What follows belongs to an exercise in optimizing a design on an open flow for a short achievable clock period and few clock cycles; a production flow would make more cautious choices. Only simulation tests tie the RTL to the original design; equivalence was not proved.

==> run a: inputs <==
## avion_core
module avion_core (
    input  wire        clk,
    input  wire        rst,         
    input  wire [15:0] len,         
    output reg         mem_rd,
    output reg  [15:0] mem_addr,
    input  wire [7:0]  mem_data,
    input  wire        stop,
    output reg         delay_req,
    input  wire        delay_ack,
    output reg         ev_valid,
    output reg  [7:0]  ev_op,
    output reg  [7:0]  ev_a,
    output reg  [7:0]  ev_b,
    output reg  [7:0]  ev_c,
    output reg         ev_flag,
    output reg  [2:0]  status,
    output reg  [15:0] pc,
    output reg  [1:0]  epoch,
    output reg         ledger,
    output wire [5:0]  sp,
    input  wire [5:0]  dbg_sel,
    output wire [15:0] dbg_data
);
==> flow/config.mk <==
export PLATFORM = sky130hd
export DESIGN_NAME = avion_core
export DESIGN_NICKNAME = avion_core
export VERILOG_FILES = /design/flow/design.v
export SDC_FILE = /design/flow/constraint.sdc
export NUM_CORES = 4
export LEC_CHECK = 0
export ABC_CLOCK_PERIOD_IN_PS = 4000
export CAP_MARGIN = 20
export CORE_MARGIN = 2
export CORE_UTILIZATION = 50
export SETUP_SLACK_MARGIN = 5
export SLEW_MARGIN = 20
export SYNTH_HIERARCHICAL = 1
==> flow/constraint.sdc <==
create_clock -name core_clock -period 10.0 [get_ports {clk}]
set_input_delay 2.0000 -clock core_clock [delete_from_list [all_inputs] [get_ports {clk}]]
set_output_delay 2.0000 -clock core_clock [all_outputs]
set_load 0.01 [all_outputs]
run.sh (not shown) runs the stock make flow with config.mk's settings and CLKGATE_MAP_FILE= SYNTH_SCRIPT=/design/flow/synth_recipe.tcl, a recipe that flattens the netlist after the stock synthesis.
==> run b: changes against run a <==
--- a/flow/design.v
+++ b/flow/design.v
@@ -193,16 +193,14 @@
     wire [7:0]  dist3 = ix3 - mem_addr[7:0];
     wire        cov0 = (tv && ra[7:0] == ix0) || (mem_rd && dist0 <= 8'd2);
     wire        cov1 = (tv && ra[7:0] == ix1) || (mem_rd && dist1 <= 8'd2);
     wire        cov2 = (tv && ra[7:0] == ix2) || (mem_rd && dist2 <= 8'd2);
     wire        cov3 = (tv && ra[7:0] == ix3) || (mem_rd && dist3 <= 8'd2);
     wire [7:0]  miss_a   = !h0 ? ix0 : !h1 ? ix1 : !h2 ? ix2 : ix3;
     wire        miss_cov = !h0 ? cov0 : !h1 ? cov1 : !h2 ? cov2 : cov3;
-    reg         mreq;
-    reg  [7:0]  mreq_a;
     reg         ir_v;
     reg  [1:0]  ir_k;
     reg  [7:0]  ir_op, ir_b1, ir_b2, ir_b3;
     reg  [15:0] ir_nx;                  
     reg         o_set, o_push, o_pop, o_print, o_init, o_cj, o_tp, o_ret, o_defer, o_purge;
     reg  [15:0] ir_rnx;                 
     reg  [7:0]  ir_n0, ir_n1, ir_n2, ir_n3;    
@@ -210,14 +208,24 @@
     reg  [7:0]  x [0:15];
     reg  [7:0]  stk [0:31];
     reg  [5:0]  sp_r;
     assign sp = sp_r;
     wire [7:0]  stk_top  = stk[sp_r[4:0] - 5'd1];
     wire        sp_empty = (sp_r == 6'd0);
     wire        sp_full  = (sp_r == 6'd32);
+    reg  [7:0]  dbg_o;
+    integer     k;
+    always @(*) begin
+        dbg_o = 8'd0;
+        for (k = 0; k < 16; k = k + 1)
+            dbg_o = dbg_o | ({8{dbg_sel == k}} & x[k]);
+        for (k = 0; k < 32; k = k + 1)
+            dbg_o = dbg_o | ({8{dbg_sel == 32 + k}} & stk[k]);
+    end
+    assign dbg_data = {8'd0, dbg_o};
     wire        hold    = delay_req && !delay_ack;
     wire        ex_go   = (status == ST_RUNNING) && !hold && run;
     wire        ex_take = ex_go && ir_v;
     wire        is_ins  = (ir_k == K_INSTR);
     wire [7:0]  r_val   = (ir_b1[7:4] == 4'd0) ? x[ir_b1[3:0]] : 8'd0;
     wire        taken   = o_cj && (r_val == ir_b2);
     wire        oob     = ($signed(ir_b3) > $signed(ir_hi)) || ($signed(ir_b3) < $signed(ir_lo));
@@ -226,26 +234,14 @@
     wire        redir   = ex_ok && taken;
     wire [15:0] sx3     = {{8{ir_b3[7]}}, ir_b3};
     wire [15:0] tgt     = ir_nx + sx3;
     wire [15:0] rem_t   = ir_rnx - sx3;
     wire [7:0]  t0 = ir_n0 + ir_b3, t1 = ir_n1 + ir_b3, t2 = ir_n2 + ir_b3, t3 = ir_n3 + ir_b3;
     wire        tgt_cached = cv[t0] || (rem_t == 16'd0) ||
                              (tv && ra[7:0] == t0) || (mem_rd && mem_addr[7:0] == t0);
-    avion_dbg u_dbg (
-        .clk     (clk),
-        .rst     (rst),
-        .xwe     (ex_ok && o_set && ir_b1[7:4] == 4'd0),
-        .xwi     (ir_b1[3:0]),
-        .xwd     (ir_b2),
-        .swe     (ex_ok && o_push),
-        .swi     (sp_r[4:0]),
-        .swd     (ir_b1),
-        .dbg_sel (dbg_sel),
-        .dbg_data(dbg_data)
-    );
     wire        ir_free  = !ir_v || ex_take;
     wire        if_load  = ir_free && if_instr && !redir;
     integer i;
     always @(posedge clk) begin
         len_r <= len;
         if (tv) begin
             cd[ra[7:0]] <= mem_data;
@@ -260,16 +256,14 @@
             epoch     <= 2'd0;
             ledger    <= 1'b0;
             sp_r      <= 6'd0;
             for (i = 0; i < 16; i = i + 1)
                 x[i] <= 8'd0;
             cv        <= 256'd0;
             cnt       <= 9'd0;
-            mreq      <= 1'b0;
-            mreq_a    <= 8'd0;
             mem_addr  <= 16'd0;
             mem_rd    <= (len != 16'd0);
             tv        <= 1'b0;
             ra        <= 16'd0;
             pf        <= 16'd0;
             ix0       <= 8'd0;
             ix1       <= 8'd1;
@@ -315,17 +309,16 @@
                 cv[ra[7:0]] <= 1'b1;
             tv <= mem_rd;
             ra <= mem_addr;
             if (sm) begin
                 if (redir && !tgt_cached) begin
                     mem_addr <= tgt;
                     mem_rd   <= 1'b1;
-                end else if (!redir && mreq && !(tv && ra[7:0] == mreq_a) &&
-                             !(mem_rd && mem_addr[7:0] == mreq_a)) begin
-                    mem_addr <= {8'd0, mreq_a};
+                end else if (!redir && if_miss && !miss_cov) begin
+                    mem_addr <= {8'd0, miss_a};
                     mem_rd   <= 1'b1;
                 end else if (mem_rd) begin
                     mem_addr <= mem_addr + 16'd1;
                     mem_rd   <= (mem_addr + 16'd1 != len_r);
                 end
             end else begin
                 if (redir) begin
@@ -335,16 +328,14 @@
                 end else if (mem_rd) begin
                     mem_addr <= mem_addr + 16'd1;
                     mem_rd   <= (mem_addr + 16'd1 != len_r) && (cnt < 9'd120);
                 end else begin
                     mem_rd   <= (mem_addr != len_r) && (cnt < 9'd120);
                 end
             end
-            mreq   <= if_miss && !miss_cov && !redir;
-            mreq_a <= miss_a;
             if (redir)
                 cnt <= 9'd0;
             else if (if_load)
                 cnt <= cnt + {8'd0, tv} - {7'd0, dn} - 9'd1;
             else
                 cnt <= cnt + {8'd0, tv};
             if (redir) begin
@@ -450,99 +441,7 @@
                         end
                     end
                 end
             end
         end
     end
 endmodule
-module avion_dbg (
-    input  wire         clk,
-    input  wire         rst,
-    input  wire         xwe,
-    input  wire [3:0]   xwi,
-    input  wire [7:0]   xwd,
-    input  wire         swe,
-    input  wire [4:0]   swi,
-    input  wire [7:0]   swd,
-    input  wire [5:0]   dbg_sel,
-    output wire [15:0]  dbg_data
-);
-    reg  [7:0] xc [0:15];
-    reg  [7:0] sc [0:31];
-    integer i;
-    always @(posedge clk) begin
-        if (rst) begin
-            for (i = 0; i < 16; i = i + 1)
-                xc[i] <= 8'd0;
-        end else if (xwe) begin
-            xc[xwi] <= xwd;
-        end
-        if (!rst && swe)
-            sc[swi] <= swd;
-    end
-    wire [127:0] xs;
-    wire [255:0] ms;
-    genvar g;
-    generate
-        for (g = 0; g < 16; g = g + 1) begin : g_xs
-            assign xs[8*g +: 8] = xc[g];
-        end
-        for (g = 0; g < 32; g = g + 1) begin : g_ms
-            assign ms[8*g +: 8] = sc[g];
-        end
-    endgenerate
-    wire [7:0] hi, lo;
-    avion_dec3 u_hi (.a(dbg_sel[5:3]), .y(hi));
-    avion_dec3 u_lo (.a(dbg_sel[2:0]), .y(lo));
-    wire [383:0] dat = {ms, xs};
-    wire [383:0] t;           
-    genvar e, b, q;
-    generate
-        for (e = 0; e < 48; e = e + 1) begin : g_e
-            for (b = 0; b < 8; b = b + 1) begin : g_b
-                avion_nand3 u_t (
-                    .a(hi[(e < 16) ? (e >> 3) : ((e + 16) >> 3)]),
-                    .b(lo[e & 7]),
-                    .c(dat[8*e + b]),
-                    .y(t[8*e + b])
-                );
-            end
-        end
-        for (b = 0; b < 8; b = b + 1) begin : g_o
-            wire [11:0] u;
-            wire [3:0]  v;
-            for (q = 0; q < 12; q = q + 1) begin : g_u
-                avion_nand4 u_u (.a(t[8*(4*q) + b]), .b(t[8*(4*q+1) + b]),
-                                 .c(t[8*(4*q+2) + b]), .d(t[8*(4*q+3) + b]), .y(u[q]));
-            end
-            for (q = 0; q < 4; q = q + 1) begin : g_v
-                avion_nor3 u_v (.a(u[3*q]), .b(u[3*q+1]), .c(u[3*q+2]), .y(v[q]));
-            end
-            avion_nand4 u_w (.a(v[0]), .b(v[1]), .c(v[2]), .d(v[3]), .y(dbg_data[b]));
-        end
-    endgenerate
-    assign dbg_data[15:8] = 8'd0;
-endmodule
-module avion_dec3 (
-    input  wire [2:0] a,
-    output wire [7:0] y
-);
-    assign y = 8'd1 << a;
-endmodule
-module avion_nand3 (
-    input  wire a, b, c,
-    output wire y
-);
-    assign y = !(a && b && c);
-endmodule
-module avion_nand4 (
-    input  wire a, b, c, d,
-    output wire y
-);
-    assign y = !(a && b && c && d);
-endmodule
-module avion_nor3 (
-    input  wire a, b, c,
-    output wire y
-);
-    assign y = !(a || b || c);
-endmodule
- CORE_UTILIZATION: 50 -> 40
- SYNTH_HIERARCHICAL: 1 -> default
==> flow_summary.toml <==
[outcome]
status = "timing/DRC/antenna clean"

[finish]
seq-cell-share_pct = 43.5
design.seq.count = 3765
final_common_cell = "mux4_2"
finalInstanceArea_mm2 = 0.248

[grt]
use_met1_pct = 40.8
grt_pass1_wl_mm = 1180

[place]
dp.cells = 19222

[pwr]
seq_power_uw = 17300
clock_power_share_pct = 42.0
powerClk_uw = 16200

[timing]
finalCriticalPeriod_ns = 6.06
max_freq_mhz = 165
The numbers above come from run b.

==> flow_summary.toml <==
[outcome]
status = "timing/DRC/antenna clean"

[place]
dp.cells = 19213
dp_hpwl_mm = 535

[timing]
finalCriticalPeriod_ns = 5.71
max_freq_mhz = 175

[grt]
grt_util_met3_pct = 11.6
grt_pass1_wl_mm = 1200
use_met1_pct = 49.4

[floorplan]
pin_count = 130

[finish]
finalInstanceArea_mm2 = 0.261
design.seq.count = 4158
seq-cell-share_pct = 45.8
nNonClkInverters = 144
clockNetworkAreaShare_pct = 5.87

[pwr]
p_sw_share_pct = 38.2
clock_power_share_pct = 24.0

[yosys]
syn_area_mm2 = 0.229

[clock_network]
cts_max_path_buffers = 4
clock_latency_ns = 1.09
The numbers above come from run a.

Testbench counts of run a, summed over its fixed seeds: cycles 24,523.
Testbench counts of run b, summed over its fixed seeds: cycles 24,522.

## port drivers added, routing unchanged
The results above use ideal ports. As a check the final layouts listed here were re-extracted and re-timed, cells and wires unchanged.
Step 1 assumes that a clkbuf_16 drives the clock port and a buf_2 every other input.
Step 2, shift: input delay + t, output delay - t, t = (earliest + latest rising clock arrival at the registers) / 2. This alone moves slack from input paths to output paths.
Three values: no drivers, after step 1, after step 2; two values: the first two.
run | t (ns) | setup slack, ns | worst register clock-pin slew, ns
run a | 1.186 | 4.285 / 4.220 / 4.137 | 0.07 / 0.07
run b | 1.184 | 3.941 / 3.869 / 3.869 | 0.07 / 0.07
After both steps every run listed still meets setup and hold. For run a, which loses most, drivers alone change the setup slack by -0.065 ns; drivers and shift together by -0.148 ns.
